Background: an optimization exercise with open tools, aiming at small area, a short achievable clock period and few clock cycles per item. Do not read the settings as production practice.
Only simulation tests tie the RTL to the original design; equivalence was not proved.
No activity file was given, so power comes from the tool's default toggle rates.

## flow/design.v (module list and top-level ports; edited modules follow where they fit)
// module mag_preamble: 2091 lines
module mag_preamble (
    input  wire        clk,
    input  wire        rst,           
    input  wire        in_valid,
    output wire        in_ready,
    input  wire [7:0]  in_i,
    input  wire [7:0]  in_q,
    output wire        out_valid,
    input  wire        out_ready,
    output wire [15:0] out_mag,
    output wire [3:0]  out_verdict
);
  // ...
==> flow/flow/run.sh <==
#!/bin/bash
bash standard.sh SETUP_SLACK_MARGIN=8.6 CTS_CLUSTER_SIZE=24 CTS_CLUSTER_DIAMETER=100 finish > standard.log 2>&1
==> flow/standard.sh <==
#!/bin/bash
# synth_recipe.tcl (not shown) runs the flow's synth.tcl, then flattens the netlist and writes it again
# the make line also repeats each setting of config.mk as NAME=value (left out here)
make -C /OpenROAD-flow-scripts/flow DESIGN_CONFIG=/design/flow/config.mk WORK_HOME=/design/flow/orfs CLKGATE_MAP_FILE= SYNTH_SCRIPT=/design/flow/synth_recipe.tcl "${@:-finish}"
==> flow/config.mk <==
export PLATFORM = sky130hd
export DESIGN_NAME = mag_preamble
export DESIGN_NICKNAME = mag_preamble
export VERILOG_FILES = /design/flow/design.v
export SDC_FILE = /design/flow/constraint.sdc
export NUM_CORES = 4
export LEC_CHECK = 0
export CAP_MARGIN = 20
export CORE_MARGIN = 2
export CORE_UTILIZATION = 40
export SLEW_MARGIN = 20
==> flow/constraint.sdc <==
create_clock -name core_clock -period 12.0 [get_ports {clk}]
set_input_delay 2.4000 -clock core_clock [delete_from_list [all_inputs] [get_ports {clk}]]
set_output_delay 2.4000 -clock core_clock [all_outputs]
set_load 0.01 [all_outputs]
==> flow_summary_export.csv, run 1 <==
group,metric,value,unit
cts,postCtsHoldBufs,0,
power_and_ir_drop,ir_worst_vdd,0.240,mV
hold_path,hold_start,"s2_x[1]$_DFFE_PN_",
floorplanning,die_y,328,um
synthesis,synth_fa_ha_area_share,18.0,%
drt,route.met2.wl,38000,um
outcome,status,"no timing/DRC/antenna violations",
grt,grt_use_met2,25.4,%
placed_design,dp_hpwl,56100,um
power_and_ir_drop,p_switching,4.82,mW
timing,fmax,283,MHz
timing,clock_skew,36.5,ps
power_and_ir_drop,top_power_group,"combinational cells",
synthesis,synth_fp_nets,4335,
drt,wl_met3,2540,um
floorplanning,rows,118,
critical_path,path_cells,"buf_6",
final_layout,nNonClkInverters,294,
floorplanning,die_x,328,um
final_layout,drive_above_1_share,7.10,%
critical_path,reg2reg_to,"c_x[25]$_DFFE_PN_",
grt,grt_pass1_vias,25500,
timing,drv_slew,0,
power_and_ir_drop,swShare,36.1,%
final_layout,finalNonFillerCells,5225,
timing,whs,424,ps
Testbench counts, summed over its fixed seeds: cycles 6,080, items 6,000.
==> run 2, diff against run 1 <==
--- a/flow/design.v
+++ b/flow/design.v
@@ -368,31 +368,18 @@
     wire ad2_G4 = ad2_G2 | (ad2_P2 & ad2_G1);
     wire ad2_G5 = ad2_g[4] | (ad2_p[4] & ad2_G4);
     wire [4:0] ad2_c = {ad2_G4, ad2_G3, ad2_G1, ad2_g0c, 1'b0};
     wire [4:0] ad2_s = ad2_p ^ ad2_c;
     wire ad2_co = ad2_G5;
     wire [3:0] R2 = ad2_s[3:0];
     wire [1:0] Q2 = {Q1, ~ad2_s[4]};
     wire [21:0] xr2 = xr1[21:0];
-    reg [3:0] s1_R;
-    reg [1:0] s1_Q;
-    reg [21:0] s1_x;
-    reg s1_v;
-    always @(posedge clk) begin
-        if (rst_w)    s1_v <= 1'b0;
-        else if (run) s1_v <= c_v;
-        if (run) begin
-            s1_R <= R2;
-            s1_Q <= Q2;
-            s1_x <= xr2;
-        end
-    end
-    wire [5:0] sh3 = {s1_R, s1_x[21:20]};
-    wire [5:0] op3 = { {2{~s1_R[3]}}, s1_Q ^ {2{~s1_R[3]}}, 2'b11 };
+    wire [5:0] sh3 = {R2, xr2[21:20]};
+    wire [5:0] op3 = { {2{~R2[3]}}, Q2 ^ {2{~R2[3]}}, 2'b11 };
     wire [5:0] ad3_a = sh3;
     wire [5:0] ad3_b = op3;
     wire [5:0] ad3_p = ad3_a ^ ad3_b;
     wire [5:0] ad3_g = ad3_a & ad3_b;
     wire ad3_g0c = ad3_g[0] | (ad3_p[0] & 1'b0);
     wire ad3_G1 = ad3_g[1] | (ad3_p[1] & ad3_g0c);
     wire ad3_G2 = ad3_g[3] | (ad3_p[3] & ad3_g[2]);
     wire ad3_P2 = ad3_p[3] & ad3_p[2];
@@ -401,20 +388,33 @@
     wire ad3_G4 = ad3_g[2] | (ad3_p[2] & ad3_G1);
     wire ad3_G5 = ad3_G2 | (ad3_P2 & ad3_G1);
     wire ad3_G6 = ad3_g[4] | (ad3_p[4] & ad3_G5);
     wire ad3_G7 = ad3_G3 | (ad3_P3 & ad3_G5);
     wire [5:0] ad3_c = {ad3_G6, ad3_G5, ad3_G4, ad3_G1, ad3_g0c, 1'b0};
     wire [5:0] ad3_s = ad3_p ^ ad3_c;
     wire ad3_co = ad3_G7;
     wire [4:0] R3 = ad3_s[4:0];
-    wire [2:0] Q3 = {s1_Q, ~ad3_s[5]};
-    wire [19:0] xr3 = s1_x[19:0];
-    wire [6:0] sh4 = {R3, xr3[19:18]};
-    wire [6:0] op4 = { {2{~R3[4]}}, Q3 ^ {3{~R3[4]}}, 2'b11 };
+    wire [2:0] Q3 = {Q2, ~ad3_s[5]};
+    wire [19:0] xr3 = xr2[19:0];
+    reg [4:0] s1_R;
+    reg [2:0] s1_Q;
+    reg [19:0] s1_x;
+    reg s1_v;
+    always @(posedge clk) begin
+        if (rst_w)    s1_v <= 1'b0;
+        else if (run) s1_v <= c_v;
+        if (run) begin
+            s1_R <= R3;
+            s1_Q <= Q3;
+            s1_x <= xr3;
+        end
+    end
+    wire [6:0] sh4 = {s1_R, s1_x[19:18]};
+    wire [6:0] op4 = { {2{~s1_R[4]}}, s1_Q ^ {3{~s1_R[4]}}, 2'b11 };
     wire [6:0] ad4_a = sh4;
     wire [6:0] ad4_b = op4;
     wire [6:0] ad4_p = ad4_a ^ ad4_b;
     wire [6:0] ad4_g = ad4_a & ad4_b;
     wire ad4_g0c = ad4_g[0] | (ad4_p[0] & 1'b0);
     wire ad4_G1 = ad4_g[1] | (ad4_p[1] & ad4_g0c);
     wire ad4_G2 = ad4_g[3] | (ad4_p[3] & ad4_g[2]);
     wire ad4_P2 = ad4_p[3] & ad4_p[2];
@@ -426,33 +426,20 @@
     wire ad4_P6 = ad4_p[6] & ad4_P3;
     wire ad4_G7 = ad4_g[4] | (ad4_p[4] & ad4_G5);
     wire ad4_G8 = ad4_G3 | (ad4_P3 & ad4_G5);
     wire ad4_G9 = ad4_G6 | (ad4_P6 & ad4_G5);
     wire [6:0] ad4_c = {ad4_G8, ad4_G7, ad4_G5, ad4_G4, ad4_G1, ad4_g0c, 1'b0};
     wire [6:0] ad4_s = ad4_p ^ ad4_c;
     wire ad4_co = ad4_G9;
     wire [5:0] R4 = ad4_s[5:0];
-    wire [3:0] Q4 = {Q3, ~ad4_s[6]};
-    wire [17:0] xr4 = xr3[17:0];
-    reg [5:0] s2_R;
-    reg [3:0] s2_Q;
-    reg [17:0] s2_x;
-    reg s2_v;
-    always @(posedge clk) begin
-        if (rst_w)    s2_v <= 1'b0;
-        else if (run) s2_v <= s1_v;
-        if (run) begin
-            s2_R <= R4;
-            s2_Q <= Q4;
-            s2_x <= xr4;
-        end
-    end
-    wire [7:0] sh5 = {s2_R, s2_x[17:16]};
-    wire [7:0] op5 = { {2{~s2_R[5]}}, s2_Q ^ {4{~s2_R[5]}}, 2'b11 };
+    wire [3:0] Q4 = {s1_Q, ~ad4_s[6]};
+    wire [17:0] xr4 = s1_x[17:0];
+    wire [7:0] sh5 = {R4, xr4[17:16]};
+    wire [7:0] op5 = { {2{~R4[5]}}, Q4 ^ {4{~R4[5]}}, 2'b11 };
     wire [7:0] ad5_a = sh5;
     wire [7:0] ad5_b = op5;
     wire [7:0] ad5_p = ad5_a ^ ad5_b;
     wire [7:0] ad5_g = ad5_a & ad5_b;
     wire ad5_g0c = ad5_g[0] | (ad5_p[0] & 1'b0);
     wire ad5_G1 = ad5_g[1] | (ad5_p[1] & ad5_g0c);
     wire ad5_G2 = ad5_g[3] | (ad5_p[3] & ad5_g[2]);
     wire ad5_P2 = ad5_p[3] & ad5_p[2];
@@ -469,33 +456,33 @@
     wire ad5_G9 = ad5_g[4] | (ad5_p[4] & ad5_G6);
     wire ad5_G10 = ad5_G3 | (ad5_P3 & ad5_G6);
     wire ad5_G11 = ad5_G7 | (ad5_P7 & ad5_G6);
     wire ad5_G12 = ad5_G8 | (ad5_P8 & ad5_G6);
     wire [7:0] ad5_c = {ad5_G11, ad5_G10, ad5_G9, ad5_G6, ad5_G5, ad5_G1, ad5_g0c, 1'b0};
     wire [7:0] ad5_s = ad5_p ^ ad5_c;
     wire ad5_co = ad5_G12;
     wire [6:0] R5 = ad5_s[6:0];
-    wire [4:0] Q5 = {s2_Q, ~ad5_s[7]};
-    wire [15:0] xr5 = s2_x[15:0];
-    reg [6:0] s3_R;
-    reg [4:0] s3_Q;
-    reg [15:0] s3_x;
-    reg s3_v;
+    wire [4:0] Q5 = {Q4, ~ad5_s[7]};
+    wire [15:0] xr5 = xr4[15:0];
+    reg [6:0] s2_R;
+    reg [4:0] s2_Q;
+    reg [15:0] s2_x;
+    reg s2_v;
     always @(posedge clk) begin
-        if (rst_w)    s3_v <= 1'b0;
-        else if (run) s3_v <= s2_v;
+        if (rst_w)    s2_v <= 1'b0;
+        else if (run) s2_v <= s1_v;
         if (run) begin
-            s3_R <= R5;
-            s3_Q <= Q5;
-            s3_x <= xr5;
+            s2_R <= R5;
+            s2_Q <= Q5;
+            s2_x <= xr5;
         end
     end
-    wire [8:0] sh6 = {s3_R, s3_x[15:14]};
-    wire [8:0] op6 = { {2{~s3_R[6]}}, s3_Q ^ {5{~s3_R[6]}}, 2'b11 };
+    wire [8:0] sh6 = {s2_R, s2_x[15:14]};
+    wire [8:0] op6 = { {2{~s2_R[6]}}, s2_Q ^ {5{~s2_R[6]}}, 2'b11 };
     wire [8:0] ad6_a = sh6;
     wire [8:0] ad6_b = op6;
     wire [8:0] ad6_p = ad6_a ^ ad6_b;
     wire [8:0] ad6_g = ad6_a & ad6_b;
     wire ad6_g0c = ad6_g[0] | (ad6_p[0] & 1'b0);
     wire ad6_G1 = ad6_g[1] | (ad6_p[1] & ad6_g0c);
     wire ad6_G2 = ad6_g[3] | (ad6_p[3] & ad6_g[2]);
     wire ad6_P2 = ad6_p[3] & ad6_p[2];
@@ -513,33 +500,33 @@
     wire ad6_G10 = ad6_G3 | (ad6_P3 & ad6_G6);
     wire ad6_G11 = ad6_G7 | (ad6_P7 & ad6_G6);
     wire ad6_G12 = ad6_G8 | (ad6_P8 & ad6_G6);
     wire ad6_G13 = ad6_g[8] | (ad6_p[8] & ad6_G12);
     wire [8:0] ad6_c = {ad6_G12, ad6_G11, ad6_G10, ad6_G9, ad6_G6, ad6_G5, ad6_G1, ad6_g0c, 1'b0};
     wire [8:0] ad6_s = ad6_p ^ ad6_c;
     wire ad6_co = ad6_G13;
     wire [7:0] R6 = ad6_s[7:0];
-    wire [5:0] Q6 = {s3_Q, ~ad6_s[8]};
-    wire [13:0] xr6 = s3_x[13:0];
-    reg [7:0] s4_R;
-    reg [5:0] s4_Q;
-    reg [13:0] s4_x;
-    reg s4_v;
+    wire [5:0] Q6 = {s2_Q, ~ad6_s[8]};
+    wire [13:0] xr6 = s2_x[13:0];
+    reg [7:0] s3_R;
+    reg [5:0] s3_Q;
+    reg [13:0] s3_x;
+    reg s3_v;
     always @(posedge clk) begin
-        if (rst_w)    s4_v <= 1'b0;
-        else if (run) s4_v <= s3_v;
+        if (rst_w)    s3_v <= 1'b0;
+        else if (run) s3_v <= s2_v;
         if (run) begin
-            s4_R <= R6;
-            s4_Q <= Q6;
-            s4_x <= xr6;
+            s3_R <= R6;
+            s3_Q <= Q6;
+            s3_x <= xr6;
         end
     end
-    wire [9:0] sh7 = {s4_R, s4_x[13:12]};
-    wire [9:0] op7 = { {2{~s4_R[7]}}, s4_Q ^ {6{~s4_R[7]}}, 2'b11 };
+    wire [9:0] sh7 = {s3_R, s3_x[13:12]};
+    wire [9:0] op7 = { {2{~s3_R[7]}}, s3_Q ^ {6{~s3_R[7]}}, 2'b11 };
     wire [9:0] ad7_a = sh7;
     wire [9:0] ad7_b = op7;
     wire [9:0] ad7_p = ad7_a ^ ad7_b;
     wire [9:0] ad7_g = ad7_a & ad7_b;
     wire ad7_g0c = ad7_g[0] | (ad7_p[0] & 1'b0);
     wire ad7_G1 = ad7_g[1] | (ad7_p[1] & ad7_g0c);
     wire ad7_G2 = ad7_g[3] | (ad7_p[3] & ad7_g[2]);
     wire ad7_P2 = ad7_p[3] & ad7_p[2];
@@ -560,33 +547,33 @@
     wire ad7_G12 = ad7_G8 | (ad7_P8 & ad7_G7);
     wire ad7_G13 = ad7_G9 | (ad7_P9 & ad7_G7);
     wire ad7_G14 = ad7_g[8] | (ad7_p[8] & ad7_G13);
     wire ad7_G15 = ad7_G5 | (ad7_P5 & ad7_G13);
     wire [9:0] ad7_c = {ad7_G14, ad7_G13, ad7_G12, ad7_G11, ad7_G10, ad7_G7, ad7_G6, ad7_G1, ad7_g0c, 1'b0};
     wire [9:0] ad7_s = ad7_p ^ ad7_c;
     wire ad7_co = ad7_G15;
     wire [8:0] R7 = ad7_s[8:0];
-    wire [6:0] Q7 = {s4_Q, ~ad7_s[9]};
-    wire [11:0] xr7 = s4_x[11:0];
-    reg [8:0] s5_R;
-    reg [6:0] s5_Q;
-    reg [11:0] s5_x;
-    reg s5_v;
+    wire [6:0] Q7 = {s3_Q, ~ad7_s[9]};
+    wire [11:0] xr7 = s3_x[11:0];
+    reg [8:0] s4_R;
+    reg [6:0] s4_Q;
+    reg [11:0] s4_x;
+    reg s4_v;
     always @(posedge clk) begin
-        if (rst_w)    s5_v <= 1'b0;
-        else if (run) s5_v <= s4_v;
+        if (rst_w)    s4_v <= 1'b0;
+        else if (run) s4_v <= s3_v;
         if (run) begin
-            s5_R <= R7;
-            s5_Q <= Q7;
-            s5_x <= xr7;
+            s4_R <= R7;
+            s4_Q <= Q7;
+            s4_x <= xr7;
         end
     end
-    wire [10:0] sh8 = {s5_R, s5_x[11:10]};
-    wire [10:0] op8 = { {2{~s5_R[8]}}, s5_Q ^ {7{~s5_R[8]}}, 2'b11 };
+    wire [10:0] sh8 = {s4_R, s4_x[11:10]};
+    wire [10:0] op8 = { {2{~s4_R[8]}}, s4_Q ^ {7{~s4_R[8]}}, 2'b11 };
     wire [10:0] ad8_a = sh8;
     wire [10:0] ad8_b = op8;
     wire [10:0] ad8_p = ad8_a ^ ad8_b;
     wire [10:0] ad8_g = ad8_a & ad8_b;
     wire ad8_g0c = ad8_g[0] | (ad8_p[0] & 1'b0);
     wire ad8_G1 = ad8_g[1] | (ad8_p[1] & ad8_g0c);
     wire ad8_G2 = ad8_g[3] | (ad8_p[3] & ad8_g[2]);
     wire ad8_P2 = ad8_p[3] & ad8_p[2];
@@ -610,33 +597,33 @@
     wire ad8_G14 = ad8_G9 | (ad8_P9 & ad8_G7);
     wire ad8_G15 = ad8_g[8] | (ad8_p[8] & ad8_G14);
     wire ad8_G16 = ad8_G5 | (ad8_P5 & ad8_G14);
     wire ad8_G17 = ad8_G10 | (ad8_P10 & ad8_G14);
     wire [10:0] ad8_c = {ad8_G16, ad8_G15, ad8_G14, ad8_G13, ad8_G12, ad8_G11, ad8_G7, ad8_G6, ad8_G1, ad8_g0c, 1'b0};
     wire [10:0] ad8_s = ad8_p ^ ad8_c;
     wire ad8_co = ad8_G17;
     wire [9:0] R8 = ad8_s[9:0];
-    wire [7:0] Q8 = {s5_Q, ~ad8_s[10]};
-    wire [9:0] xr8 = s5_x[9:0];
-    reg [9:0] s6_R;
-    reg [7:0] s6_Q;
-    reg [9:0] s6_x;
-    reg s6_v;
+    wire [7:0] Q8 = {s4_Q, ~ad8_s[10]};
+    wire [9:0] xr8 = s4_x[9:0];
+    reg [9:0] s5_R;
+    reg [7:0] s5_Q;
+    reg [9:0] s5_x;
+    reg s5_v;
     always @(posedge clk) begin
-        if (rst_w)    s6_v <= 1'b0;
-        else if (run) s6_v <= s5_v;
+        if (rst_w)    s5_v <= 1'b0;
+        else if (run) s5_v <= s4_v;
         if (run) begin
-            s6_R <= R8;
-            s6_Q <= Q8;
-            s6_x <= xr8;
+            s5_R <= R8;
+            s5_Q <= Q8;
+            s5_x <= xr8;
         end
     end
-    wire [11:0] sh9 = {s6_R, s6_x[9:8]};
-    wire [11:0] op9 = { {2{~s6_R[9]}}, s6_Q ^ {8{~s6_R[9]}}, 2'b11 };
+    wire [11:0] sh9 = {s5_R, s5_x[9:8]};
+    wire [11:0] op9 = { {2{~s5_R[9]}}, s5_Q ^ {8{~s5_R[9]}}, 2'b11 };
     wire [11:0] ad9_a = sh9;
     wire [11:0] ad9_b = op9;
     wire [11:0] ad9_p = ad9_a ^ ad9_b;
     wire [11:0] ad9_g = ad9_a & ad9_b;
     wire ad9_g0c = ad9_g[0] | (ad9_p[0] & 1'b0);
     wire ad9_G1 = ad9_g[1] | (ad9_p[1] & ad9_g0c);
     wire ad9_G2 = ad9_g[3] | (ad9_p[3] & ad9_g[2]);
     wire ad9_P2 = ad9_p[3] & ad9_p[2];
@@ -665,33 +652,33 @@
     wire ad9_G17 = ad9_g[8] | (ad9_p[8] & ad9_G16);
     wire ad9_G18 = ad9_G5 | (ad9_P5 & ad9_G16);
     wire ad9_G19 = ad9_G11 | (ad9_P11 & ad9_G16);
     wire ad9_G20 = ad9_G12 | (ad9_P12 & ad9_G16);
     wire [11:0] ad9_c = {ad9_G19, ad9_G18, ad9_G17, ad9_G16, ad9_G15, ad9_G14, ad9_G13, ad9_G8, ad9_G7, ad9_G1, ad9_g0c, 1'b0};
     wire [11:0] ad9_s = ad9_p ^ ad9_c;
     wire ad9_co = ad9_G20;
     wire [10:0] R9 = ad9_s[10:0];
-    wire [8:0] Q9 = {s6_Q, ~ad9_s[11]};
-    wire [7:0] xr9 = s6_x[7:0];
-    reg [10:0] s7_R;
-    reg [8:0] s7_Q;
-    reg [7:0] s7_x;
-    reg s7_v;
+    wire [8:0] Q9 = {s5_Q, ~ad9_s[11]};
+    wire [7:0] xr9 = s5_x[7:0];
+    reg [10:0] s6_R;
+    reg [8:0] s6_Q;
+    reg [7:0] s6_x;
+    reg s6_v;
     always @(posedge clk) begin
-        if (rst_w)    s7_v <= 1'b0;
-        else if (run) s7_v <= s6_v;
+        if (rst_w)    s6_v <= 1'b0;
+        else if (run) s6_v <= s5_v;
         if (run) begin
-            s7_R <= R9;
-            s7_Q <= Q9;
-            s7_x <= xr9;
+            s6_R <= R9;
+            s6_Q <= Q9;
+            s6_x <= xr9;
         end
     end
-    wire [12:0] sh10 = {s7_R, s7_x[7:6]};
-    wire [12:0] op10 = { {2{~s7_R[10]}}, s7_Q ^ {9{~s7_R[10]}}, 2'b11 };
+    wire [12:0] sh10 = {s6_R, s6_x[7:6]};
+    wire [12:0] op10 = { {2{~s6_R[10]}}, s6_Q ^ {9{~s6_R[10]}}, 2'b11 };
     wire [12:0] ad10_a = sh10;
     wire [12:0] ad10_b = op10;
     wire [12:0] ad10_p = ad10_a ^ ad10_b;
     wire [12:0] ad10_g = ad10_a & ad10_b;
     wire ad10_g0c = ad10_g[0] | (ad10_p[0] & 1'b0);
     wire ad10_G1 = ad10_g[1] | (ad10_p[1] & ad10_g0c);
     wire ad10_G2 = ad10_g[3] | (ad10_p[3] & ad10_g[2]);
     wire ad10_P2 = ad10_p[3] & ad10_p[2];
@@ -723,33 +710,33 @@
     wire ad10_G19 = ad10_G5 | (ad10_P5 & ad10_G16);
     wire ad10_G20 = ad10_G11 | (ad10_P11 & ad10_G16);
     wire ad10_G21 = ad10_G12 | (ad10_P12 & ad10_G16);
     wire ad10_G22 = ad10_G17 | (ad10_P17 & ad10_G16);
     wire [12:0] ad10_c = {ad10_G21, ad10_G20, ad10_G19, ad10_G18, ad10_G16, ad10_G15, ad10_G14, ad10_G13, ad10_G8, ad10_G7, ad10_G1, ad10_g0c, 1'b0};
     wire [12:0] ad10_s = ad10_p ^ ad10_c;
     wire ad10_co = ad10_G22;
     wire [11:0] R10 = ad10_s[11:0];
-    wire [9:0] Q10 = {s7_Q, ~ad10_s[12]};
-    wire [5:0] xr10 = s7_x[5:0];
-    reg [11:0] s8_R;
-    reg [9:0] s8_Q;
-    reg [5:0] s8_x;
-    reg s8_v;
+    wire [9:0] Q10 = {s6_Q, ~ad10_s[12]};
+    wire [5:0] xr10 = s6_x[5:0];
+    reg [11:0] s7_R;
+    reg [9:0] s7_Q;
+    reg [5:0] s7_x;
+    reg s7_v;
     always @(posedge clk) begin
-        if (rst_w)    s8_v <= 1'b0;
-        else if (run) s8_v <= s7_v;
+        if (rst_w)    s7_v <= 1'b0;
+        else if (run) s7_v <= s6_v;
         if (run) begin
-            s8_R <= R10;
-            s8_Q <= Q10;
-            s8_x <= xr10;
+            s7_R <= R10;
+            s7_Q <= Q10;
+            s7_x <= xr10;
         end
     end
-    wire [13:0] sh11 = {s8_R, s8_x[5:4]};
-    wire [13:0] op11 = { {2{~s8_R[11]}}, s8_Q ^ {10{~s8_R[11]}}, 2'b11 };
+    wire [13:0] sh11 = {s7_R, s7_x[5:4]};
+    wire [13:0] op11 = { {2{~s7_R[11]}}, s7_Q ^ {10{~s7_R[11]}}, 2'b11 };
     wire [13:0] ad11_a = sh11;
     wire [13:0] ad11_b = op11;
     wire [13:0] ad11_p = ad11_a ^ ad11_b;
     wire [13:0] ad11_g = ad11_a & ad11_b;
     wire ad11_g0c = ad11_g[0] | (ad11_p[0] & 1'b0);
     wire ad11_G1 = ad11_g[1] | (ad11_p[1] & ad11_g0c);
     wire ad11_G2 = ad11_g[3] | (ad11_p[3] & ad11_g[2]);
     wire ad11_P2 = ad11_p[3] & ad11_p[2];
@@ -786,33 +773,33 @@
     wire ad11_G22 = ad11_G12 | (ad11_P12 & ad11_G17);
     wire ad11_G23 = ad11_G13 | (ad11_P13 & ad11_G17);
     wire ad11_G24 = ad11_G18 | (ad11_P18 & ad11_G17);
     wire ad11_G25 = ad11_G19 | (ad11_P19 & ad11_G17);
     wire [13:0] ad11_c = {ad11_G24, ad11_G23, ad11_G22, ad11_G21, ad11_G20, ad11_G17, ad11_G16, ad11_G15, ad11_G14, ad11_G9, ad11_G8, ad11_G1, ad11_g0c, 1'b0};
     wire [13:0] ad11_s = ad11_p ^ ad11_c;
     wire ad11_co = ad11_G25;
     wire [12:0] R11 = ad11_s[12:0];
-    wire [10:0] Q11 = {s8_Q, ~ad11_s[13]};
-    wire [3:0] xr11 = s8_x[3:0];
-    reg [12:0] s9_R;
-    reg [10:0] s9_Q;
-    reg [3:0] s9_x;
-    reg s9_v;
+    wire [10:0] Q11 = {s7_Q, ~ad11_s[13]};
+    wire [3:0] xr11 = s7_x[3:0];
+    reg [12:0] s8_R;
+    reg [10:0] s8_Q;
+    reg [3:0] s8_x;
+    reg s8_v;
     always @(posedge clk) begin
-        if (rst_w)    s9_v <= 1'b0;
-        else if (run) s9_v <= s8_v;
+        if (rst_w)    s8_v <= 1'b0;
+        else if (run) s8_v <= s7_v;
         if (run) begin
-            s9_R <= R11;
-            s9_Q <= Q11;
-            s9_x <= xr11;
+            s8_R <= R11;
+            s8_Q <= Q11;
+            s8_x <= xr11;
         end
     end
-    wire [14:0] sh12 = {s9_R, s9_x[3:2]};
-    wire [14:0] op12 = { {2{~s9_R[12]}}, s9_Q ^ {11{~s9_R[12]}}, 2'b11 };
+    wire [14:0] sh12 = {s8_R, s8_x[3:2]};
+    wire [14:0] op12 = { {2{~s8_R[12]}}, s8_Q ^ {11{~s8_R[12]}}, 2'b11 };
     wire [14:0] ad12_a = sh12;
     wire [14:0] ad12_b = op12;
     wire [14:0] ad12_p = ad12_a ^ ad12_b;
     wire [14:0] ad12_g = ad12_a & ad12_b;
     wire ad12_g0c = ad12_g[0] | (ad12_p[0] & 1'b0);
     wire ad12_G1 = ad12_g[1] | (ad12_p[1] & ad12_g0c);
     wire ad12_G2 = ad12_g[3] | (ad12_p[3] & ad12_g[2]);
     wire ad12_P2 = ad12_p[3] & ad12_p[2];
@@ -854,33 +841,33 @@
     wire ad12_G25 = ad12_G13 | (ad12_P13 & ad12_G18);
     wire ad12_G26 = ad12_G19 | (ad12_P19 & ad12_G18);
     wire ad12_G27 = ad12_G20 | (ad12_P20 & ad12_G18);
     wire ad12_G28 = ad12_G21 | (ad12_P21 & ad12_G18);
     wire [14:0] ad12_c = {ad12_G27, ad12_G26, ad12_G25, ad12_G24, ad12_G23, ad12_G22, ad12_G18, ad12_G17, ad12_G16, ad12_G15, ad12_G9, ad12_G8, ad12_G1, ad12_g0c, 1'b0};
     wire [14:0] ad12_s = ad12_p ^ ad12_c;
     wire ad12_co = ad12_G28;
     wire [13:0] R12 = ad12_s[13:0];
-    wire [11:0] Q12 = {s9_Q, ~ad12_s[14]};
-    wire [1:0] xr12 = s9_x[1:0];
-    reg [13:0] s10_R;
-    reg [11:0] s10_Q;
-    reg [1:0] s10_x;
-    reg s10_v;
+    wire [11:0] Q12 = {s8_Q, ~ad12_s[14]};
+    wire [1:0] xr12 = s8_x[1:0];
+    reg [13:0] s9_R;
+    reg [11:0] s9_Q;
+    reg [1:0] s9_x;
+    reg s9_v;
     always @(posedge clk) begin
-        if (rst_w)    s10_v <= 1'b0;
-        else if (run) s10_v <= s9_v;
+        if (rst_w)    s9_v <= 1'b0;
+        else if (run) s9_v <= s8_v;
         if (run) begin
-            s10_R <= R12;
-            s10_Q <= Q12;
-            s10_x <= xr12;
+            s9_R <= R12;
+            s9_Q <= Q12;
+            s9_x <= xr12;
         end
     end
-    wire [15:0] sh13 = {s10_R, s10_x[1:0]};
-    wire [15:0] op13 = { {2{~s10_R[13]}}, s10_Q ^ {12{~s10_R[13]}}, 2'b11 };
+    wire [15:0] sh13 = {s9_R, s9_x[1:0]};
+    wire [15:0] op13 = { {2{~s9_R[13]}}, s9_Q ^ {12{~s9_R[13]}}, 2'b11 };
     wire [15:0] ad13_a = sh13;
     wire [15:0] ad13_b = op13;
     wire [15:0] ad13_p = ad13_a ^ ad13_b;
     wire [15:0] ad13_g = ad13_a & ad13_b;
     wire ad13_g0c = ad13_g[0] | (ad13_p[0] & 1'b0);
     wire ad13_G1 = ad13_g[1] | (ad13_p[1] & ad13_g0c);
     wire ad13_G2 = ad13_g[3] | (ad13_p[3] & ad13_g[2]);
     wire ad13_P2 = ad13_p[3] & ad13_p[2];
@@ -929,30 +916,30 @@
     wire ad13_G29 = ad13_G21 | (ad13_P21 & ad13_G20);
     wire ad13_G30 = ad13_G22 | (ad13_P22 & ad13_G20);
     wire ad13_G31 = ad13_G23 | (ad13_P23 & ad13_G20);
     wire ad13_G32 = ad13_G24 | (ad13_P24 & ad13_G20);
     wire [15:0] ad13_c = {ad13_G31, ad13_G30, ad13_G29, ad13_G28, ad13_G27, ad13_G26, ad13_G25, ad13_G20, ad13_G19, ad13_G18, ad13_G17, ad13_G10, ad13_G9, ad13_G1, ad13_g0c, 1'b0};
     wire [15:0] ad13_s = ad13_p ^ ad13_c;
     wire ad13_co = ad13_G32;
     wire [14:0] R13 = ad13_s[14:0];
-    wire [12:0] Q13 = {s10_Q, ~ad13_s[15]};
-    reg [14:0] s11_R;
-    reg [12:0] s11_Q;
-    reg s11_v;
+    wire [12:0] Q13 = {s9_Q, ~ad13_s[15]};
+    reg [14:0] s10_R;
+    reg [12:0] s10_Q;
+    reg s10_v;
     always @(posedge clk) begin
-        if (rst_w)    s11_v <= 1'b0;
-        else if (run) s11_v <= s10_v;
+        if (rst_w)    s10_v <= 1'b0;
+        else if (run) s10_v <= s9_v;
         if (run) begin
-            s11_R <= R13;
-            s11_Q <= Q13;
+            s10_R <= R13;
+            s10_Q <= Q13;
         end
     end
-    wire [16:0] sh14 = {s11_R, 2'b00};
-    wire [16:0] op14 = { {2{~s11_R[14]}}, s11_Q ^ {13{~s11_R[14]}}, 2'b11 };
+    wire [16:0] sh14 = {s10_R, 2'b00};
+    wire [16:0] op14 = { {2{~s10_R[14]}}, s10_Q ^ {13{~s10_R[14]}}, 2'b11 };
     wire [16:0] ad14_a = sh14;
     wire [16:0] ad14_b = op14;
     wire [16:0] ad14_p = ad14_a ^ ad14_b;
     wire [16:0] ad14_g = ad14_a & ad14_b;
     wire ad14_g0c = ad14_g[0] | (ad14_p[0] & 1'b0);
     wire ad14_G1 = ad14_g[1] | (ad14_p[1] & ad14_g0c);
     wire ad14_G2 = ad14_g[3] | (ad14_p[3] & ad14_g[2]);
     wire ad14_P2 = ad14_p[3] & ad14_p[2];
@@ -1002,30 +989,30 @@
     wire ad14_G30 = ad14_G22 | (ad14_P22 & ad14_G20);
     wire ad14_G31 = ad14_G23 | (ad14_P23 & ad14_G20);
     wire ad14_G32 = ad14_G24 | (ad14_P24 & ad14_G20);
     wire ad14_G33 = ad14_g[16] | (ad14_p[16] & ad14_G32);
     wire [16:0] ad14_c = {ad14_G32, ad14_G31, ad14_G30, ad14_G29, ad14_G28, ad14_G27, ad14_G26, ad14_G25, ad14_G20, ad14_G19, ad14_G18, ad14_G17, ad14_G10, ad14_G9, ad14_G1, ad14_g0c, 1'b0};
     wire [16:0] ad14_s = ad14_p ^ ad14_c;
     wire ad14_co = ad14_G33;
     wire [15:0] R14 = ad14_s[15:0];
-    wire [13:0] Q14 = {s11_Q, ~ad14_s[16]};
-    reg [15:0] s12_R;
-    reg [13:0] s12_Q;
-    reg s12_v;
+    wire [13:0] Q14 = {s10_Q, ~ad14_s[16]};
+    reg [15:0] s11_R;
+    reg [13:0] s11_Q;
+    reg s11_v;
     always @(posedge clk) begin
-        if (rst_w)    s12_v <= 1'b0;
-        else if (run) s12_v <= s11_v;
+        if (rst_w)    s11_v <= 1'b0;
+        else if (run) s11_v <= s10_v;
         if (run) begin
-            s12_R <= R14;
-            s12_Q <= Q14;
+            s11_R <= R14;
+            s11_Q <= Q14;
         end
     end
-    wire [17:0] sh15 = {s12_R, 2'b00};
-    wire [17:0] op15 = { {2{~s12_R[15]}}, s12_Q ^ {14{~s12_R[15]}}, 2'b11 };
+    wire [17:0] sh15 = {s11_R, 2'b00};
+    wire [17:0] op15 = { {2{~s11_R[15]}}, s11_Q ^ {14{~s11_R[15]}}, 2'b11 };
     wire [17:0] ad15_a = sh15;
     wire [17:0] ad15_b = op15;
     wire [17:0] ad15_p = ad15_a ^ ad15_b;
     wire [17:0] ad15_g = ad15_a & ad15_b;
     wire ad15_g0c = ad15_g[0] | (ad15_p[0] & 1'b0);
     wire ad15_G1 = ad15_g[1] | (ad15_p[1] & ad15_g0c);
     wire ad15_G2 = ad15_g[3] | (ad15_p[3] & ad15_g[2]);
     wire ad15_P2 = ad15_p[3] & ad15_p[2];
@@ -1078,30 +1065,30 @@
     wire ad15_G32 = ad15_G24 | (ad15_P24 & ad15_G21);
     wire ad15_G33 = ad15_G25 | (ad15_P25 & ad15_G21);
     wire ad15_G34 = ad15_g[16] | (ad15_p[16] & ad15_G33);
     wire ad15_G35 = ad15_G9 | (ad15_P9 & ad15_G33);
     wire [17:0] ad15_c = {ad15_G34, ad15_G33, ad15_G32, ad15_G31, ad15_G30, ad15_G29, ad15_G28, ad15_G27, ad15_G26, ad15_G21, ad15_G20, ad15_G19, ad15_G18, ad15_G11, ad15_G10, ad15_G1, ad15_g0c, 1'b0};
     wire [17:0] ad15_s = ad15_p ^ ad15_c;
     wire ad15_co = ad15_G35;
     wire [16:0] R15 = ad15_s[16:0];
-    wire [14:0] Q15 = {s12_Q, ~ad15_s[17]};
-    reg [16:0] s13_R;
-    reg [14:0] s13_Q;
-    reg s13_v;
+    wire [14:0] Q15 = {s11_Q, ~ad15_s[17]};
+    reg [16:0] s12_R;
+    reg [14:0] s12_Q;
+    reg s12_v;
     always @(posedge clk) begin
-        if (rst_w)    s13_v <= 1'b0;
-        else if (run) s13_v <= s12_v;
+        if (rst_w)    s12_v <= 1'b0;
+        else if (run) s12_v <= s11_v;
         if (run) begin
-            s13_R <= R15;
-            s13_Q <= Q15;
+            s12_R <= R15;
+            s12_Q <= Q15;
         end
     end
-    wire [18:0] sh16 = {s13_R, 2'b00};
-    wire [18:0] op16 = { {2{~s13_R[16]}}, s13_Q ^ {15{~s13_R[16]}}, 2'b11 };
+    wire [18:0] sh16 = {s12_R, 2'b00};
+    wire [18:0] op16 = { {2{~s12_R[16]}}, s12_Q ^ {15{~s12_R[16]}}, 2'b11 };
     wire [18:0] ad16_a = sh16;
     wire [18:0] ad16_b = op16;
     wire [18:0] ad16_p = ad16_a ^ ad16_b;
     wire [18:0] ad16_g = ad16_a & ad16_b;
     wire ad16_g0c = ad16_g[0] | (ad16_p[0] & 1'b0);
     wire ad16_G1 = ad16_g[1] | (ad16_p[1] & ad16_g0c);
     wire ad16_G2 = ad16_g[3] | (ad16_p[3] & ad16_g[2]);
     wire ad16_P2 = ad16_p[3] & ad16_p[2];
@@ -1157,30 +1144,30 @@
     wire ad16_G34 = ad16_G26 | (ad16_P26 & ad16_G22);
     wire ad16_G35 = ad16_g[16] | (ad16_p[16] & ad16_G34);
     wire ad16_G36 = ad16_G9 | (ad16_P9 & ad16_G34);
     wire ad16_G37 = ad16_G18 | (ad16_P18 & ad16_G34);
     wire [18:0] ad16_c = {ad16_G36, ad16_G35, ad16_G34, ad16_G33, ad16_G32, ad16_G31, ad16_G30, ad16_G29, ad16_G28, ad16_G27, ad16_G22, ad16_G21, ad16_G20, ad16_G19, ad16_G11, ad16_G10, ad16_G1, ad16_g0c, 1'b0};
     wire [18:0] ad16_s = ad16_p ^ ad16_c;
     wire ad16_co = ad16_G37;
     wire [17:0] R16 = ad16_s[17:0];
-    wire [15:0] Q16 = {s13_Q, ~ad16_s[18]};
-    reg [17:0] s14_R;
-    reg [15:0] s14_Q;
-    reg s14_v;
+    wire [15:0] Q16 = {s12_Q, ~ad16_s[18]};
+    reg [17:0] s13_R;
+    reg [15:0] s13_Q;
+    reg s13_v;
     always @(posedge clk) begin
-        if (rst_w)    s14_v <= 1'b0;
-        else if (run) s14_v <= s13_v;
+        if (rst_w)    s13_v <= 1'b0;
+        else if (run) s13_v <= s12_v;
         if (run) begin
-            s14_R <= R16;
-            s14_Q <= Q16;
+            s13_R <= R16;
+            s13_Q <= Q16;
         end
     end
-    wire [19:0] sh17 = {s14_R, 2'b00};
-    wire [19:0] op17 = { {2{~s14_R[17]}}, s14_Q ^ {16{~s14_R[17]}}, 2'b11 };
+    wire [19:0] sh17 = {s13_R, 2'b00};
+    wire [19:0] op17 = { {2{~s13_R[17]}}, s13_Q ^ {16{~s13_R[17]}}, 2'b11 };
     wire [19:0] ad17_a = sh17;
     wire [19:0] ad17_b = op17;
     wire [19:0] ad17_p = ad17_a ^ ad17_b;
     wire [19:0] ad17_g = ad17_a & ad17_b;
     wire ad17_g0c = ad17_g[0] | (ad17_p[0] & 1'b0);
     wire ad17_G1 = ad17_g[1] | (ad17_p[1] & ad17_g0c);
     wire ad17_G2 = ad17_g[3] | (ad17_p[3] & ad17_g[2]);
     wire ad17_P2 = ad17_p[3] & ad17_p[2];
@@ -1241,22 +1228,22 @@
     wire ad17_G37 = ad17_g[16] | (ad17_p[16] & ad17_G36);
     wire ad17_G38 = ad17_G9 | (ad17_P9 & ad17_G36);
     wire ad17_G39 = ad17_G19 | (ad17_P19 & ad17_G36);
     wire ad17_G40 = ad17_G20 | (ad17_P20 & ad17_G36);
     wire [19:0] ad17_c = {ad17_G39, ad17_G38, ad17_G37, ad17_G36, ad17_G35, ad17_G34, ad17_G33, ad17_G32, ad17_G31, ad17_G30, ad17_G29, ad17_G24, ad17_G23, ad17_G22, ad17_G21, ad17_G12, ad17_G11, ad17_G1, ad17_g0c, 1'b0};
     wire [19:0] ad17_s = ad17_p ^ ad17_c;
     wire ad17_co = ad17_G40;
     wire q17 = ~ad17_s[19];
-    wire [15:0] mag_nx = s14_Q + {15'd0, q17};
+    wire [15:0] mag_nx = s13_Q + {15'd0, q17};
     reg  [15:0] m_mag;
     reg         m_v;
     always @(posedge clk) begin
         if (rst_w)    m_v <= 1'b0;
-        else if (run) m_v <= s14_v;
+        else if (run) m_v <= s13_v;
         if (run) m_mag <= mag_nx;
     end
     wire        arrive = run & m_v & ~rst_w;
     wire [15:0] x = m_mag;
     reg  [15:0] h1, h2, h3, h4, h5, h6, h7, h8, h9, h10, h11;
     reg  [17:0] psum;         
     reg  [17:0] nsum;         
     reg  [17:0] m3;           
==> flow/flow/run.sh (replaced) <==
#!/bin/bash
bash standard.sh SETUP_SLACK_MARGIN=8.6 CTS_CLUSTER_SIZE=24 CTS_CLUSTER_DIAMETER=100 CORE_UTILIZATION=65 PLACE_DENSITY=0.75 finish > standard.log 2>&1
==> run 2 against run 1 <==
Effect of this change: first-iteration DRC count increased by 25%; global-route usage grew 11 points; flip-flop and latch count decreased by 29; sequential share of layout area decreased by 0.20 points.
==> flow_summary_export.csv, run 2 <==
group,metric,value,unit
critical_path,cp.required,9600,ps
critical_path,start_kind,"flip-flop",
final_layout,nNetsFinal,4382,
timing,worstMarginPinSlew,1160,ps
placed_design,routabilityCongestion,0.935,
power_and_ir_drop,cellPowerDensity,304,mW/mm2
power_and_ir_drop,combPwrFrac,52.8,%
critical_path,critPathCaptureType,"output port",
cts,cts_tree,"built",
synthesis,ys_async_sr_fraction,0,%
floorplanning,initial_core_util,65.7,%
floorplanning,die_x,256,um
cts,cts_buffers,39,
grt,grtUsageTotal,25.8,%
critical_path,max_stage_delay,370,ps
critical_path,reg2reg_to,"s2_Q[0]$_DFFE_PN_",
timing,relSlewSlack,22.5,%
drt,routed_wirelength,85500,um
synthesis,synth_edf_count,480,
job,drv_cap,0,
timing,period_needed,3480,ps
hold_path,whs_path_depth,0,
grt,grt_pass1_vias,28100,
final_layout,area_growth,7.47,%
timing,whs,408,ps
synthesis,syn_inst,3795,
cts,postCtsHoldBufs,0,
final_layout,layout_commonest_cell,"nand2_1",
timing,drv_slew,0,
floorplanning,dieArea,0.0657,mm2
timing,clock_skew,35.2,ps
timing,setup_ws,8520,ps
synthesis,avgSynthCellArea,10.9,um2
hold_path,hold_class,"flip-flop to flip-flop",
critical_path,path_max_fanout,1,
drt,wl_per_cell,18.3,um
power_and_ir_drop,total_power,13.5,mW
cts,worstSkewPairLatency,600,ps
critical_path,crit_type,"flip-flop to output port",
drt,vias_per_cell,5.81,
critical_path,cp.depth,1,
synthesis,synth_seq_area_share,49.8,%
timing,setup-violations-final,0,
drt,route.detailed.drc,0,
cts,cts.path.max_buffers,3,
timing,period_share,29.0,%
synthesis,netlist_area,0.0414,mm2
cts,clkTransAtPathRegs,100,ps
floorplanning,die_y,256,um
floorplanning,io_pins,42,
timing,fmax,287,MHz
synthesis,synth_area_leaders,"edfxtp_1, dfxtp_1, ha_1, nand2_1, fa_1",
timing,rsz0062_at_grt,"true",
final_layout,final_cell_mix,"nand2_1, edfxtp_1, ha_1",
grt,grt_start_max_net_pins,203,
power_and_ir_drop,p_switching,5.15,mW
synthesis,yosys-top-cells-count,"nand2_1, edfxtp_1, ha_1, a21oi_1, dfxtp_1",
placed_design,pre_cts_slack,7620,ps
power_and_ir_drop,intPower,8.38,mW
cts,cts.root.buffer_cell,"clkbuf_16",
critical_path,crit_slowest_cell,"dfxtp_2",
grt,grt_pass1_wl,138000,um
critical_path,crit_end,"out_mag[13]",
drt,detail-route-antenna-nets,0,
floorplanning,core,0.0630,mm2
synthesis,synth_area_leader_cell,"edfxtp_1",
final_layout,top_register,"c_x",
cts,cts.sinks,789,
critical_path,path_delay_family,"flip-flops",
synthesis,synth_most_common_cell,"nand2_1",
power_and_ir_drop,ir_worst_vdd,0.489,mV
outcome,status,"no timing/DRC/antenna violations",
synthesis,synth_top_area_share,34.8,%
timing,hold_viol,0,
final_layout,antenna_cells,0,
power_and_ir_drop,swShare,38.1,%
critical_path,path_cells,"buf_6",
final_layout,post-route-util,70.6,%
placed_design,dp_hpwl,60500,um
synthesis,ys_ff_latch,789,
critical_path,crit_arrival,1080,ps
power_and_ir_drop,p_leak,18.1,nW
power_and_ir_drop,seqPwrFrac,36.6,%
floorplanning,rows,92,
critical_path,rr_worst_depth,14,
final_layout,reg_top3,"c_x: 26 flops, s1_x: 20 flops",
critical_path,r2r_slack,8550,ps
critical_path,crit_buf_inv,1,
timing,tns,0,ps
critical_path,crit_start,"o_mag[13]$_DFF_P_",
drt,drt_iter0_drc,2015,
power_and_ir_drop,clockPowerShare,10.6,%
critical_path,worstReg2RegStart,"s1_R[4]$_DFFE_PN_",
drt,firstDrtPassIters,5,
synthesis,synth_fp_nets,4352,
synthesis,ys_warn_count,1,
synthesis,synthFlopType,"edfxtp_1",
drt,vias,27200,
synthesis,yosysUniqueCellTypes,78,
grt,grt-ovfl-total,0,
cts,htree_levels,2,
final_layout,drive_above_1_share,6.31,%
grt,antenna_found_initial,0,
final_layout,largest_register_ff_count,26,
placed_design,port_buffers,41,
## run 2: final cells by class
cell class	instances	area, um2
Inverter	297	1120
Timing Repair inverter	1	7.51
Timing Repair Buffer	111	1020
Multi-Input combinational cell	2586	19600
Tap cell	846	1060
Clock inverter	3	37.5
Clock buffer	48	1010
Fill cell	4494	18500
Sequential cell	789	20600
## run 2: timing repair
item | in CTS | in global routing
setup endpoints to repair | 220 | 51
gates cloned | 5 | 0
resized for setup | 152 | 48
setup buffers | 22 | 32
pin swaps | 22 | 19
## run 2: how the worst min path moves through the flow
stage	to	start
final	s3_x[2]$_DFFE_PN_	s2_x[2]$_DFFE_PN_
after global routing	s4_x[10]$_DFFE_PN_	s3_x[10]$_DFFE_PN_
after CTS	s3_x[2]$_DFFE_PN_	s2_x[2]$_DFFE_PN_
after detailed placement	s1_x[16]$_DFFE_PN_	c_x[16]$_DFFE_PN_
after global placement	s1_x[2]$_DFFE_PN_	c_x[2]$_DFFE_PN_
after floorplan	b_r0[14]$_DFFE_PN_	a_di[7]$_SDFFCE_PN0N_
## run 2: logic make-up after synthesis
family / synth area share, %
muxes: 0.484
buffers and inverters: 3.87
DFF: 49.8
xor gates and xnor gates: 6.12
AOI/OAI and AO/OA: 10.8
and+or+nand+nor: 10.7
adders and majority gates: 18.3
## run 2: routing by layer
layer / vias to the layer above / wire length (um) / global-route usage (%) / share of wire, %
li1: 13200 / - / - / -
met4: 0 / 3770 / 11.7 / 4.4
met2: 558 / 45700 / 48.7 / 53
met1: 13300 / 33300 / 29.4 / 39
met5: - / 0 / 0 / 0
met3: 190 / 2770 / 2.57 / 3.2
## run 2: power by group through the flow
stage | sequential (mW) | clock, mW | combinational [mW]
finish | 4.95 | 1.44 | 7.14
global route | 5.03 | 1.56 | 8.03
CTS | 4.98 | 1.47 | 6.84
detailed placement | 5.07 | 0 | 6.52
global placement | 5.04 | 0 | 6.04
floorplan | 4.75 | 0 | 5.10
## run 2: stage by stage
stage / cells / area [um2]
floorplan: 3795 / 41400
CTS: 4649 / 44000
global route: 4681 / 44500
detailed placement: 4571 / 42600
finish: 4681 / 44500
global placement: 4571 / 42600
Testbench counts of run 2, summed over its fixed seeds: cycles 6,076, items 6,000.
==> run 3, diff against run 2 <==
==> flow/flow/run.sh (replaced) <==
#!/bin/bash
bash standard.sh SETUP_SLACK_MARGIN=8.6 CTS_CLUSTER_SIZE=24 CTS_CLUSTER_DIAMETER=100 CORE_UTILIZATION=75 PLACE_DENSITY=0.85 finish > standard.log 2>&1
==> run 3 against run 2 <==
Effect of this change: worst hold slack improved by 16 ps; cell count is 2.6% lower; still clean on timing, DRC and antenna; utilization increased by 11 points; count of clock-buffer cells in the layout is 15 higher; critical path depth increased by 13; clock power is essentially flat; design area about the same; total power rose by 3.9%; non-clock buffer count increased by 6; critical path type is now flip-flop to flip-flop; global-route usage increased by 5.7 points; sequential power about the same; register-to-register slack worse by 60 ps.
==> flow_summary_export.csv, run 3 <==
group,metric,value,unit
placed_design,routabilityCongestion,0.916,
floorplanning,initial_core_util,75.6,%
outcome,status,"no timing/DRC/antenna violations",
final_layout,nNetsFinal,4388,
synthesis,yosys-top-cells-count,"nand2_1, edfxtp_1, ha_1, a21oi_1, dfxtp_1",
cts,cts_buffers,38,
grt,grt_pass1_wl,142000,um
timing,setup_ws,8490,ps
synthesis,ys_ff_latch,789,
timing,clock_skew,31.2,ps
synthesis,synth_area_leader_cell,"edfxtp_1",
cts,cts.sinks,789,
grt,grt_pass1_vias,28600,
drt,vias,28200,
synthesis,ys_async_sr_fraction,0,%
final_layout,layout_commonest_cell,"nand2_1",
cts,clkTransAtPathRegs,100,ps
power_and_ir_drop,cellPowerDensity,316,mW/mm2
final_layout,ff_latch_area,0.0206,mm2
drt,route.detailed.drc,0,
synthesis,avgSynthCellArea,10.9,um2
timing,period_share,29.2,%
grt,grt_start_max_net_pins,229,
synthesis,netlist_area,0.0414,mm2
final_layout,antenna_cells,0,
critical_path,crit_type,"flip-flop to flip-flop",
drt,wl_per_cell,20.1,um
placed_design,port_buffers,41,
timing,period_needed,3510,ps
final_layout,area_growth,7.51,%
synthesis,synth_fp_nets,4352,
floorplanning,die_x,239,um
floorplanning,core,0.0548,mm2
critical_path,start_kind,"flip-flop",
floorplanning,io_pins,42,
timing,drv_slew,0,
timing,worstMarginPinSlew,1270,ps
timing,hold_viol,0,
drt,detail-route-antenna-nets,0,
job,drv_cap,0,
final_layout,fillCellCount,3071,
critical_path,crit_arrival,3860,ps
critical_path,critPathCaptureType,"flip-flop",
synthesis,syn_inst,3795,
floorplanning,die_y,239,um
cts,htree_levels,2,
grt,antenna_found_initial,0,
drt,vias_per_cell,6.19,
synthesis,ys_warn_count,1,
final_layout,largest_register_ff_count,26,
final_layout,final_cell_mix,"nand2_1, edfxtp_1, ha_1",
final_layout,multiInputGateArea,0.0196,mm2
timing,fmax,285,MHz
floorplanning,rows,86,
power_and_ir_drop,ir_worst_vdd,0.506,mV
critical_path,path_cells,"buf_4, xnor2_1, ha_1, a21o_1, fa_2, xor2_4, xnor2_2, ha_1, nor2b_1, o21ai_1, nand2b_1, a21o_1, a21o_1, a21o_1",
synthesis,synth_top_area_share,34.8,%
timing,relSlewSlack,15.0,%
synthesis,synth_most_common_cell,"nand2_1",
synthesis,synth_area_leaders,"edfxtp_1, dfxtp_1, ha_1, nand2_1, fa_1",
cts,cts_tree,"built",
placed_design,pre_cts_slack,7100,ps
grt,grt-ovfl-total,0,
critical_path,crit_slowest_cell,"edfxtp_1",
drt,routed_wirelength,91600,um
floorplanning,dieArea,0.0571,mm2
grt,grtUsageTotal,31.5,%
hold_path,hold_class,"flip-flop to flip-flop",
drt,firstDrtPassIters,9,
timing,setup-violations-final,0,
final_layout,top_register,"c_x",
timing,tns,0,ps
power_and_ir_drop,p_leak,18.2,nW
placed_design,dp_hpwl,62300,um
final_layout,reg_top3,"c_x: 26 flops, s1_x: 20 flops",
cts,cts.path.max_buffers,3,
timing,rsz0062_at_grt,"true",
critical_path,cpMostUsedCell,"a21o_1",
cts,postCtsHoldBufs,0,
cts,cts.root.buffer_cell,"clkbuf_16",
critical_path,path_max_fanout,3,
synthesis,synthFlopType,"edfxtp_1",
synthesis,yosysUniqueCellTypes,78,
drt,drt_iter0_drc,2570,
synthesis,synth_edf_count,480,
critical_path,max_stage_delay,470,ps
synthesis,synth_seq_area_share,49.8,%
cts,worstSkewPairLatency,610,ps
final_layout,drive_above_1_share,6.53,%
critical_path,cp.required,12350,ps
run 3: report_power, final:
group / internal, mW / total, mW / switching, mW / leakage (nW)
clock: 0.614 / 1.47 / 0.854 / 0.520
sequential: 4.39 / 4.97 / 0.584 / 7.60
combinational: 3.51 / 7.61 / 4.10 / 10.1
total: 8.51 / 14.0 / 5.54 / 18.2
run 3: critical path, delay by kind of cell (launching register included):
kind                       cells  cell delay (ps)
and+or+nand+nor                2              240
DFF                            1              470
xor gates and xnor gates       3              560
buffers and inverters          1              180
AOI/OAI and AO/OA              5              860
adders and majority gates      3              940
run 3: kinds of logic after synthesis:
kind of cell | after synthesis | share of synthesized area [%]
adder cells (fa/ha/maj) | 537 | 18.3
AND/OR/NAND/NOR | 1021 | 10.7
buffers and inverters | 424 | 3.87
AO/OA/AOI/OAI | 715 | 10.8
flip-flops | 789 | 49.8
multiplexers | 20 | 0.484
XOR/XNOR | 289 | 6.12
run 3: final timing paths:
check	startpoint	endpoint	slack, ps	cells past startpoint
worst max-delay path	s1_R[4]$_DFFE_PN_	s2_Q[0]$_DFFE_PN_	8490	14
worst min-delay path	s3_x[9]$_DFFE_PN_	s4_x[9]$_DFFE_PN_	420	0
worst max register to register	s1_R[4]$_DFFE_PN_	s2_Q[0]$_DFFE_PN_	8490	14
worst min register to register	s3_x[9]$_DFFE_PN_	s4_x[9]$_DFFE_PN_	420	0
run 3: cell type report:
class                      count  area share (%)
tap                          704            1.98
sequential                   789            46.4
clock inverter                 3          0.0759
inverter                     297            2.51
clock buffer                  63            2.37
timing repair inverter         2          0.0281
multi-input combinational   2586            44.1
timing repair buffer         117            2.56
run 3: repair_timing:
item | 4_1_cts | 5_1_grt
setup buffers | 33 | 30
pin swaps | 17 | 22
resized for setup | 166 | 55
endpoints found under the setup margin | 540 | 271
cloned | 4 | 2
run 3: metrics by stage:
stage	power (mW)	cell area, um2	hold slack, ps	utilization (%)	std cells
final	14.0	44500	424	81.2	4561
after global routing	15.0	44500	435	81.2	4561
after CTS	13.5	43900	427	80.2	4529
after detailed placement	11.7	42400	405	77.4	4426
after global placement	11.1	42400	403	77.4	4426
after floorplan	9.85	41400	400	-	3795
run 3: routing by layer:
layer  share of wire [%]  wire length [um]  vias to the layer above  global-route usage (%)
met5                   0                 0                        -                       0
met4                 6.2              5710                        0                    17.5
met3                 4.7              4330                      335                    3.81
li1                    -                 -                    13200                       -
met1                  37             33600                    13700                    35.7
met2                  52             48000                     1025                    57.6
==> run 4, diff against run 3 <==
==> flow/flow/run.sh (replaced) <==
#!/bin/bash
bash standard.sh SETUP_SLACK_MARGIN=8.6 CTS_CLUSTER_SIZE=28 CTS_CLUSTER_DIAMETER=100 CORE_UTILIZATION=55 PLACE_DENSITY=0.68 finish > standard.log 2>&1
==> run 4 against run 3 <==
Effect of this change: still clean on timing, DRC and antenna; synthesized cell count did not move; cell count rose by 5.1%; global-route usage fell by 10 points; clock skew rose by 3.8 ps; flip-flop and latch count did not move; register-to-register slack improved by 110 ps; fmax barely moved; via count fell by 6.8%; sequential share of layout area rose by 0.065 points; critical path type is now flip-flop to output port; critical endpoint is now out_mag[9]; largest cell class unchanged.
==> flow_summary_export.csv, run 4 <==
group,metric,value,unit
placed_design,routabilityCongestion,0.872,
synthesis,ys_async_sr_fraction,0,%
timing,rsz0062_at_grt,"true",
critical_path,crit_arrival,1110,ps
power_and_ir_drop,p_switching,4.87,mW
drt,firstDrtPassIters,5,
floorplanning,rows,100,
job,drv_cap,0,
synthesis,synthFlopType,"edfxtp_1",
final_layout,layout_commonest_cell,"nand2_1",
cts,htree_levels,2,
placed_design,port_buffers,41,
timing,drv_slew,0,
power_and_ir_drop,p_leak,18.0,nW
drt,detail-route-antenna-nets,0,
final_layout,area_growth,7.35,%
floorplanning,core,0.0744,mm2
power_and_ir_drop,ir_worst_vdd,0.563,mV
floorplanning,dieArea,0.0774,mm2
floorplanning,die_x,278,um
grt,grt_start_max_net_pins,202,
power_and_ir_drop,combPwrFrac,51.1,%
power_and_ir_drop,total_power,13.1,mW
critical_path,crit_slowest_cell,"dfxtp_2",
grt,grt-ovfl-total,0,
critical_path,path_cells,"buf_2",
final_layout,drive_above_1_share,5.59,%
synthesis,netlist_area,0.0414,mm2
critical_path,crit_buf_inv,1,
timing,period_needed,3510,ps
grt,grt_pass1_wl,132000,um
drt,vias_per_cell,5.49,
cts,worstSkewPairLatency,630,ps
final_layout,nNetsFinal,4357,
synthesis,synth_most_common_cell,"nand2_1",
synthesis,synth_seq_area_share,49.8,%
drt,route.detailed.drc,0,
synthesis,synth_area_leader_cell,"edfxtp_1",
final_layout,final_cell_mix,"nand2_1, edfxtp_1, ha_1",
synthesis,avgSynthCellArea,10.9,um2
timing,period_share,29.2,%
critical_path,critPathCaptureType,"output port",
power_and_ir_drop,intPower,8.23,mW
critical_path,max_stage_delay,360,ps
floorplanning,die_y,278,um
grt,antenna_found_initial,0,
grt,grtUsageTotal,21.0,%
power_and_ir_drop,clockPowerShare,11.4,%
critical_path,path_delay_family,"flip-flops",
timing,relSlewSlack,29.9,%
critical_path,crit_type,"flip-flop to output port",
synthesis,ys_ff_latch,789,
final_layout,reg_top3,"c_x: 26 flops, s1_x: 20 flops",
synthesis,ys_warn_count,1,
timing,worstMarginPinSlew,1050,ps
drt,drt_iter0_drc,2003,
timing,setup-violations-final,0,
synthesis,yosys-top-cells-count,"nand2_1, edfxtp_1, ha_1, a21oi_1, dfxtp_1",
cts,cts_buffers,35,
critical_path,path_max_fanout,1,
power_and_ir_drop,cellPowerDensity,295,mW/mm2
cts,clkTransAtPathRegs,120,ps
cts,cts_tree,"built",
floorplanning,initial_core_util,55.6,%
critical_path,cp.required,9600,ps
final_layout,fillCellCount,6187,
synthesis,synth_fp_nets,4352,
outcome,status,"no timing/DRC/antenna violations",
final_layout,largest_register_ff_count,26,
drt,wl_per_cell,16.9,um
cts,cts.sinks,789,
floorplanning,io_pins,42,
drt,routed_wirelength,81200,um
timing,tns,0,ps
synthesis,syn_inst,3795,
grt,grt_pass1_vias,25400,
hold_path,hold_class,"flip-flop to flip-flop",
synthesis,synth_top_area_share,34.8,%
timing,clock_skew,35.0,ps
synthesis,synth_edf_count,480,
synthesis,synth_area_leaders,"edfxtp_1, dfxtp_1, ha_1, nand2_1, fa_1",
timing,fmax,285,MHz
final_layout,ff_latch_area,0.0206,mm2
final_layout,antenna_cells,0,
cts,cts.root.buffer_cell,"clkbuf_16",
drt,vias,26300,
cts,cts.path.max_buffers,3,
placed_design,dp_hpwl,56400,um
timing,hold_viol,0,
power_and_ir_drop,seqPwrFrac,37.5,%
final_layout,top_register,"c_x",
synthesis,yosysUniqueCellTypes,78,
critical_path,start_kind,"flip-flop",
final_layout,multiInputGateArea,0.0195,mm2
power_and_ir_drop,swShare,37.2,%
[run 4: logic make-up (layout without fill, tap and decap cells)]
logic type                 after synthesis  count (layout)  synth area share, %
xor gates and xnor gates               289             289                 6.12
DFF                                    789             789                 49.8
buffers and inverters                  424             452                 3.87
AOI/OAI and AO/OA                      715             715                 10.8
and+or+nand+nor                       1021            1023                 10.7
adders and majority gates              537             537                 18.3
muxes                                   20              20                0.484
[run 4: layout make-up]
cell class | count | area share [%]
Sequential cell | 789 | 46.5
Timing Repair Buffer | 93 | 1.93
Inverter | 297 | 2.52
Clock buffer | 52 | 2.12
Tap cell | 969 | 2.73
Multi-Input combinational cell | 2584 | 43.9
Clock inverter | 10 | 0.369
[run 4: path summary, 6_finish.rpt]
path | start | endpoint | slack, ps | cells past startpoint
worst min-delay path | s5_x[0]$_DFFE_PN_ | s6_x[0]$_DFFE_PN_ | 400 | 0
worst min register to register | s5_x[0]$_DFFE_PN_ | s6_x[0]$_DFFE_PN_ | 400 | 0
worst max register to register | s1_R[4]$_DFFE_PN_ | s2_R[5]$_DFFE_PN_ | 8600 | 13
worst max-delay path | o_mag[9]$_DFF_P_ | out_mag[9] | 8490 | 1
[run 4: timing repair]
action | 4_1_cts | 5_1_grt
pin swaps | 17 | 13
setup buffers | 17 | 19
gates cloned | 2 | 0
hold buffers | 0 | 0
endpoints found under the hold margin | 0 | 0
setup endpoints to repair | 69 | 54
resized for setup | 144 | 38
[run 4: per-stage QoR]
| step | instance area [um2] | setup slack [ps] | std cells | util (%) | hold slack, ps |
|---|---|---|---|---|---|
| global route | 44400 | 8440 | 4794 | 59.7 | 414 |
| detailed placement | 42700 | 7640 | 4694 | 57.4 | 405 |
| finish | 44400 | 8490 | 4794 | 59.7 | 401 |
| global placement | 42700 | 7710 | 4694 | 57.4 | 403 |
| CTS | 44100 | 8330 | 4775 | 59.2 | 407 |
| floorplan | 41400 | 3770 | 3795 | - | 400 |
[run 4: power by group through the flow]
stage / clock network (mW) / logic (mW) / registers (mW)
final: 1.49 / 6.69 / 4.92
after global routing: 1.62 / 7.67 / 5.02
after CTS: 1.54 / 6.53 / 4.95
after detailed placement: 0 / 6.33 / 5.02
after global placement: 0 / 6.15 / 5.01
after floorplan: 0 / 5.10 / 4.75
[run 4: metal layers]
layer  vias to the layer above  GRT usage, %  wire length, um
met5                         -             0                0
met3                       101          2.06             2910
li1                      13100             -                -
met2                       393          36.2            39800
met1                     12700          28.4            36500
met4                         0          5.67             2060
==> run 5, diff against run 4 <==
==> flow/flow/run.sh (replaced) <==
#!/bin/bash
bash standard.sh SETUP_SLACK_MARGIN=8.75 CTS_CLUSTER_SIZE=24 CTS_CLUSTER_DIAMETER=100 CORE_UTILIZATION=55 PLACE_DENSITY=0.68 finish > standard.log 2>&1
==> run 5 against run 4 <==
Effect of this change: critical path depth stayed put; count of clock-buffer cells in the layout is 11 higher; critical path type unchanged; clock skew is 6.9 ps higher; synthesized cell count stayed put; wire length is 0.81% higher; design area is 2.3% higher; flip-flop and latch count stayed put; die area stayed put.
==> flow_summary_export.csv, run 5 <==
group,metric,value,unit
floorplanning,die_y,278,um
cts,cts.path.max_buffers,3,
synthesis,netlist_area,0.0414,mm2
cts,cts_buffers,39,
final_layout,stdcell_area,0.0454,mm2
drt,drt_iter0_drc,1764,
timing,whs,422,ps
grt,antenna_found_initial,0,
timing,period_share,29.4,%
timing,setup-violations-final,0,
grt,grt_start_max_net_pins,210,
critical_path,path_delay_family,"flip-flops",
timing,drv_slew,0,
floorplanning,dieArea,0.0774,mm2
final_layout,finalNonFillerCells,4859,
critical_path,crit_arrival,1120,ps
critical_path,crit_slowest_cell,"dfxtp_4",
final_layout,top_register,"c_x",
synthesis,synth_most_common_cell,"nand2_1",
critical_path,critPathCaptureType,"output port",
final_layout,layout_commonest_cell,"nand2_1",
timing,hold_viol,0,
power_and_ir_drop,ir_worst_vdd,0.317,mV
cts,cts_tree,"built",
final_layout,antenna_cells,0,
synthesis,synth_seq_area_share,49.8,%
hold_path,whs_path_depth,0,
final_layout,reg_top3,"c_x: 26 flops, s1_x: 20 flops",
timing,setup_ws,8480,ps
placed_design,dp_hpwl,55600,um
cts,htree_levels,2,
timing,tns,0,ps
synthesis,avgSynthCellArea,10.9,um2
synthesis,synth_area_leader_cell,"edfxtp_1",
drt,vias,26300,
cts,cts.root.buffer_cell,"clkbuf_16",
synthesis,synthFlopType,"edfxtp_1",
placed_design,routabilityCongestion,0.836,
timing,rsz0062_at_grt,"true",
final_layout,nNetsFinal,4421,
final_layout,largest_register_ff_count,26,
critical_path,worstReg2RegStart,"s1_R[4]$_DFFE_PN_",
drt,firstDrtPassIters,5,
grt,grtUsageTotal,20.9,%
floorplanning,core,0.0744,mm2
cts,postCtsHoldBufs,0,
critical_path,max_stage_delay,400,ps
final_layout,drive_above_1_share,8.12,%
critical_path,crit_type,"flip-flop to output port",
grt,grt_pass1_wl,132000,um
placed_design,port_buffers,41,
final_layout,final_cell_mix,"nand2_1, edfxtp_1, ha_1",
placed_design,placed_area,0.0427,mm2
timing,fmax,284,MHz
cts,clkTransAtPathRegs,100,ps
synthesis,synth_top_area_share,34.8,%
hold_path,hold_class,"flip-flop to flip-flop",
cts,cts.sinks,789,
power_and_ir_drop,total_power,13.8,mW
floorplanning,initial_core_util,55.6,%
final_layout,post-route-util,61.0,%
grt,grt-ovfl-total,0,
placed_design,pre_cts_slack,7660,ps
floorplanning,io_pins,42,
critical_path,r2r_slack,8610,ps
critical_path,reg2reg_to,"s2_R[5]$_DFFE_PN_",
critical_path,start_kind,"flip-flop",
critical_path,crit_buf_inv,1,
drt,route.detailed.drc,0,
critical_path,cp.required,9600,ps
critical_path,crit_start,"o_mag[11]$_DFF_P_",
synthesis,synth_fp_nets,4352,
grt,grt_pass1_vias,25500,
placed_design,dp.cells,4695,
synthesis,synth_edf_count,480,
timing,clock_skew,41.9,ps
synthesis,yosys-top-cells-count,"nand2_1, edfxtp_1, ha_1, a21oi_1, dfxtp_1",
drt,vias_per_cell,5.42,
drt,detail-route-antenna-nets,0,
outcome,status,"no timing/DRC/antenna violations",
timing,period_needed,3520,ps
critical_path,rr_worst_depth,13,
hold_path,hold_start,"c_x[1]$_DFFE_PN_",
timing,worstMarginPinSlew,993,ps
timing,relSlewSlack,33.8,%
synthesis,ys_warn_count,1,
critical_path,path_max_fanout,1,
job,drv_cap,0,
power_and_ir_drop,cellPowerDensity,304,mW/mm2
synthesis,ys_async_sr_fraction,0,%
synthesis,ys_ff_latch,789,
drt,routed_wirelength,81900,um
cts,worstSkewPairLatency,610,ps
synthesis,synth_area_leaders,"edfxtp_1, dfxtp_1, ha_1, nand2_1, fa_1",
floorplanning,rows,100,
floorplanning,die_x,278,um
drt,wl_per_cell,16.9,um
critical_path,path_cells,"buf_6",
synthesis,yosysUniqueCellTypes,78,
power_and_ir_drop,p_leak,18.4,nW
synthesis,syn_inst,3795,
final_layout,area_growth,9.82,%
hold_path,hold_path_end,"s1_x[1]$_DFFE_PN_",
[run 5: cell count changes in the layout (fill, tap and decap cells not counted), sizes merged]
cell / previous run / this run
buf: 74 / 130
clkbuf: 52 / 65
bufinv: 2 / 0
clkinv: 4 / 2
inv: 300 / 298
clkinvlp: 1 / 2
nor2b: 38 / 39
[run 5: repair_timing]
item,CTS,global route
gates cloned,3,3
setup buffers,37,54
gates resized for setup,174,83
setup endpoints to repair,469,302
pin swaps,28,59
[run 5: kinds of logic after synthesis]
family	after synthesis	share of synthesized area, %
simple gates	1021	10.7
compound gates	715	10.8
flops	789	49.8
mux	20	0.484
xor+xnor	289	6.12
fa+ha+maj	537	18.3
buf+inv	424	3.87
[run 5: how the worst max path moves through the flow]
stage                         end  slack, ps  cells after the start
2_1_floorplan  h1[0]$_SDFFE_PP0P_       3770                      7
3_3_place_gp     o_mag[1]$_DFF_P_       7760                      5
6_report              out_mag[11]       8480                      1
4_1_cts               out_mag[11]       8440                      1
5_1_grt         s2_Q[0]$_DFFE_PN_       8400                     14
3_5_place_dp     o_ver[1]$_DFF_P_       7660                      6
[run 5: where the power goes]
group | switching [mW] | internal [mW] | total [mW]
combinational | 3.68 | 3.67 | 7.35
sequential | 0.564 | 4.39 | 4.95
clock | 0.874 | 0.654 | 1.53
total | 5.12 | 8.71 | 13.8
[run 5: per-layer routing]
layer	track usage [%]	vias to the layer above	share of wire (%)
li1	-	13200	-
met1	29.4	12600	46
met2	35.1	396	48
met3	2.28	85	3.7
met4	4.55	0	1.9
met5	0	-	0
[run 5: cell type report]
| cell class | count | area [um2] |
|---|---|---|
| flip-flops and latches | 789 | 20600 |
| inverters | 297 | 1120 |
| repair buffers | 151 | 1420 |
| clock inverters | 4 | 50.0 |
| fillers | 6086 | 29000 |
| repair inverters | 1 | 5.00 |
| clock buffers | 63 | 1120 |
| multi-input cells | 2585 | 19900 |
| well taps | 969 | 1210 |
